What follows belongs to an exercise in optimizing a design on an open flow for small area; a production flow would make more cautious choices. In this exercise RTL edits were held to simulation tests only and were not proved equivalent to the original. Power is estimated from default activity; no workload was simulated.

## onepin_link
module onepin_link (
    input  wire        clk,
    input  wire        rst,         
    input  wire        h_bank,
    input  wire [3:0]  h_addr,      
    input  wire        h_we,
    input  wire [31:0] h_wdata,
    output wire [31:0] h_rdata,
    input  wire        ext_low,
    output wire        line_o,
    output wire        p_irq,
    output wire        s_irq
);
Size in the first run: roughly 2600 cells after synthesis, roughly 560 flip-flops, about 76 I/O pins.
Settings: LEC_CHECK=0, CAP_MARGIN=20, CORE_MARGIN=2, CORE_UTILIZATION=50, PLACE_DENSITY=0.8, SLEW_MARGIN=20; clock period 12.0 ns.
standard.sh (not shown) runs the stock make flow with config.mk's settings and CLKGATE_MAP_FILE= SYNTH_SCRIPT=/design/flow/synth_recipe.tcl, a recipe that flattens the netlist after the stock synthesis.
==> flow/flow/run.sh <==
#!/bin/bash
# Own layout flow: the standard flow (standard.sh, all steps) with these changes:
#  - synthesis: the standard flow's script (synth.tcl here), except that ABC maps the logic with
#    the area script area.abc and adders are left to ABC (no adder cells);
#  - port buffers are buf_1;
#  - clock tree: clkbuf_8 buffers, sink clusters of up to 14 within 80 um, and no
#    dummy loads.
# Each tool's full output stays in orfs/logs; make's output goes to flow_make.log.
set -euo pipefail
W=$(pwd)
F=$W/flow
CTS="-sink_clustering_enable -repair_clock_nets -buf_list {sky130_fd_sc_hd__clkbuf_8} -sink_clustering_size 14 -sink_clustering_max_diameter 80 -dont_use_dummy_load"
bash "$W/standard.sh" \
  "SYNTH_SCRIPT=$F/synth.tcl" "FLOW_ABC_SCRIPT=$F/area.abc" "ADDER_MAP_FILE=" \
  "BUFFER_PORTS_ARGS=-buffer_cell sky130_fd_sc_hd__buf_1" \
  "CTS_ARGS=$CTS" \
  finish > "$W/flow_make.log" 2>&1
==> flow/flow/area.abc <==
strash
dc2
dc2
&get -n
&deepsyn -I 2 -J 50
&put
dch -f
if -K 4 -a
mfs2 -a
strash
dch -f
amap
topo
dnsize
==> flow/flow/synth.tcl <==
# The standard flow's synthesis script (synth_recipe.tcl) with one change: ABC maps the logic
# with the area-oriented script area.abc beside this file instead of ORFS's
# speed script. Registers are mapped before ABC runs, so they are the same.
proc synth {args} { yosys synth -nofsm -noshare {*}$args }
proc abc {args} {
  set i [lsearch -exact $args -script]
  if {$i >= 0} {
    set args [lreplace $args $i [expr {$i + 1}] -script $::env(FLOW_ABC_SCRIPT)]
  }
  yosys abc {*}$args
}
source $::env(SCRIPTS_DIR)/synth.tcl
# left out here: clear keep_hierarchy, flatten, clean up, hide names made inside functions, write 1_2_yosys.v
The first run finished clean.
Edit:
--- a/flow/flow/run.sh
+++ b/flow/flow/run.sh
@@ -5,4 +5,3 @@
 #  - port buffers are buf_1;
-#  - clock tree: clkbuf_8 buffers, sink clusters of up to 14 within 80 um, and no
-#    dummy loads.
+#  - clock tree: clkbuf_8 buffers, sink clusters of up to 16, and no dummy loads.
 # Each tool's full output stays in orfs/logs; make's output goes to flow_make.log.
@@ -11,3 +10,3 @@
 F=$W/flow
-CTS="-sink_clustering_enable -repair_clock_nets -buf_list {sky130_fd_sc_hd__clkbuf_8} -sink_clustering_size 14 -sink_clustering_max_diameter 80 -dont_use_dummy_load"
+CTS="-sink_clustering_enable -repair_clock_nets -buf_list {sky130_fd_sc_hd__clkbuf_8} -sink_clustering_size 16 -sink_clustering_max_diameter 40 -dont_use_dummy_load"
 bash "$W/standard.sh" \
Outcome: The new run went through all stages and came out clean; first-iteration DRC count rises by a few percent; via count goes up slightly; clock power came out higher by a quarter to a third; worst setup slack improves by 0.065 ns; count of clock-buffer cells in the layout grows by 35; combinational power hardly moves; hold slack hardly moves; design area went up slightly; power is higher by roughly a tenth; core utilization increases by 0.98 points.

Setup of old:
Starting RTL as in the previous note.
==> flow/config.mk <==
export PLATFORM = sky130hd
export DESIGN_NAME = onepin_link
export DESIGN_NICKNAME = onepin_link
export VERILOG_FILES = /design/flow/design.v
export SDC_FILE = /design/flow/constraint.sdc
export NUM_CORES = 4
export LEC_CHECK = 0
export CAP_MARGIN = 20
export CORE_MARGIN = 2
export CORE_UTILIZATION = 50
export PLACE_DENSITY = 0.8
export SLEW_MARGIN = 20
==> flow/constraint.sdc <==
create_clock -name core_clock -period 12.0 [get_ports {clk}]
set_input_delay 2.4000 -clock core_clock [delete_from_list [all_inputs] [get_ports {clk}]]
set_output_delay 2.4000 -clock core_clock [all_outputs]
set_load 0.01 [all_outputs]
==> flow/flow/run.sh <==
#!/bin/bash
# Own layout flow: the standard flow (standard.sh, all steps) with these changes:
#  - synthesis: the standard flow's script (synth.tcl here), except that ABC maps the logic with
#    the area script area.abc and adders are left to ABC (no adder cells);
#  - port buffers are buf_1;
#  - clock tree: clkbuf_8 buffers, sink clusters of up to 16, and no dummy loads.
# Each tool's full output stays in orfs/logs; make's output goes to flow_make.log.
set -euo pipefail
W=$(pwd)
F=$W/flow
CTS="-sink_clustering_enable -repair_clock_nets -buf_list {sky130_fd_sc_hd__clkbuf_8} -sink_clustering_size 16 -sink_clustering_max_diameter 40 -dont_use_dummy_load"
bash "$W/standard.sh" \
  "SYNTH_SCRIPT=$F/synth.tcl" "FLOW_ABC_SCRIPT=$F/area.abc" "ADDER_MAP_FILE=" \
  "BUFFER_PORTS_ARGS=-buffer_cell sky130_fd_sc_hd__buf_1" \
  "CTS_ARGS=$CTS" \
  finish > "$W/flow_make.log" 2>&1
==> flow/flow/area.abc <==
strash
dc2
dc2
dch -f
if -K 4 -a
mfs2 -a
strash
dch -f
amap
topo
dnsize
Scripts as last shown in full above: flow/flow/synth.tcl
old went all the way through the flow, and no timing, DRC or antenna check failed.
Relative to old, the following input files were edited for new:
--- a/flow/flow/run.sh
+++ b/flow/flow/run.sh
@@ -4,10 +4,11 @@
 #    the area script area.abc and adders are left to ABC (no adder cells);
 #  - port buffers are buf_1;
-#  - clock tree: clkbuf_8 buffers, sink clusters of up to 16, and no dummy loads.
+#  - clock tree: clkbuf_8 buffers, sink clusters of up to 14 within 80 um, and no
+#    dummy loads.
 # Each tool's full output stays in orfs/logs; make's output goes to flow_make.log.
 set -euo pipefail
 W=$(pwd)
 F=$W/flow
-CTS="-sink_clustering_enable -repair_clock_nets -buf_list {sky130_fd_sc_hd__clkbuf_8} -sink_clustering_size 16 -sink_clustering_max_diameter 40 -dont_use_dummy_load"
+CTS="-sink_clustering_enable -repair_clock_nets -buf_list {sky130_fd_sc_hd__clkbuf_8} -sink_clustering_size 14 -sink_clustering_max_diameter 80 -dont_use_dummy_load"
 bash "$W/standard.sh" \
   "SYNTH_SCRIPT=$F/synth.tcl" "FLOW_ABC_SCRIPT=$F/area.abc" "ADDER_MAP_FILE=" \
==> flow/flow/area.abc <==
strash
dc2
dc2
&get -n
&deepsyn -I 2 -J 50
&put
dch -f
if -K 4 -a
mfs2 -a
strash
&get -n
&deepsyn -I 1 -J 30
&put
dch -f
amap
topo
dnsize
Results
- Relative to old, the power of new is lower by about 16%.
- On via count of the routed design, old loses to new.
- old ended up with nor2_1 as its most common cell after layout, fill and taps aside; new ended up with clkinv_1.
- Average wire length per cell after detail routing came out lower on new than on old.

-- separate check: timing with driven ports --
Ports are ideal in the flow. The routed layouts listed here were re-timed in OpenROAD. Step 1 (the two cells are an assumption about what drives the block):
set clk [get_ports {clk}]
set_driving_cell -lib_cell sky130_fd_sc_hd__clkbuf_16 $clk
set_driving_cell -lib_cell sky130_fd_sc_hd__buf_2 [delete_from_list [all_inputs] $clk]
Step 2 adds t to the input delays and takes it off the output delays; t is the mean of the earliest and latest rising clock arrival at the registers after step 1. Input paths then give back, and output paths get back, about the clock's delay inside the block. Slacks: ideal / step 1 / step 2; pairs: ideal / step 1.
run | t (ns) | slack for setup (ns) | slew at the worst register clock pin (ns)
the first run of note 1 | 0.711 | 1.810 / 1.810 / 1.810 | 0.11 / 0.11
the second run of note 1 | 0.717 | 1.875 / 1.875 / 1.875 | 0.09 / 0.09
old | 0.727 | 1.627 / 1.627 / 1.627 | 0.10 / 0.10
new | 0.713 | 3.860 / 3.860 / 3.860 | 0.11 / 0.11
After both steps setup and hold are still met in every run listed.
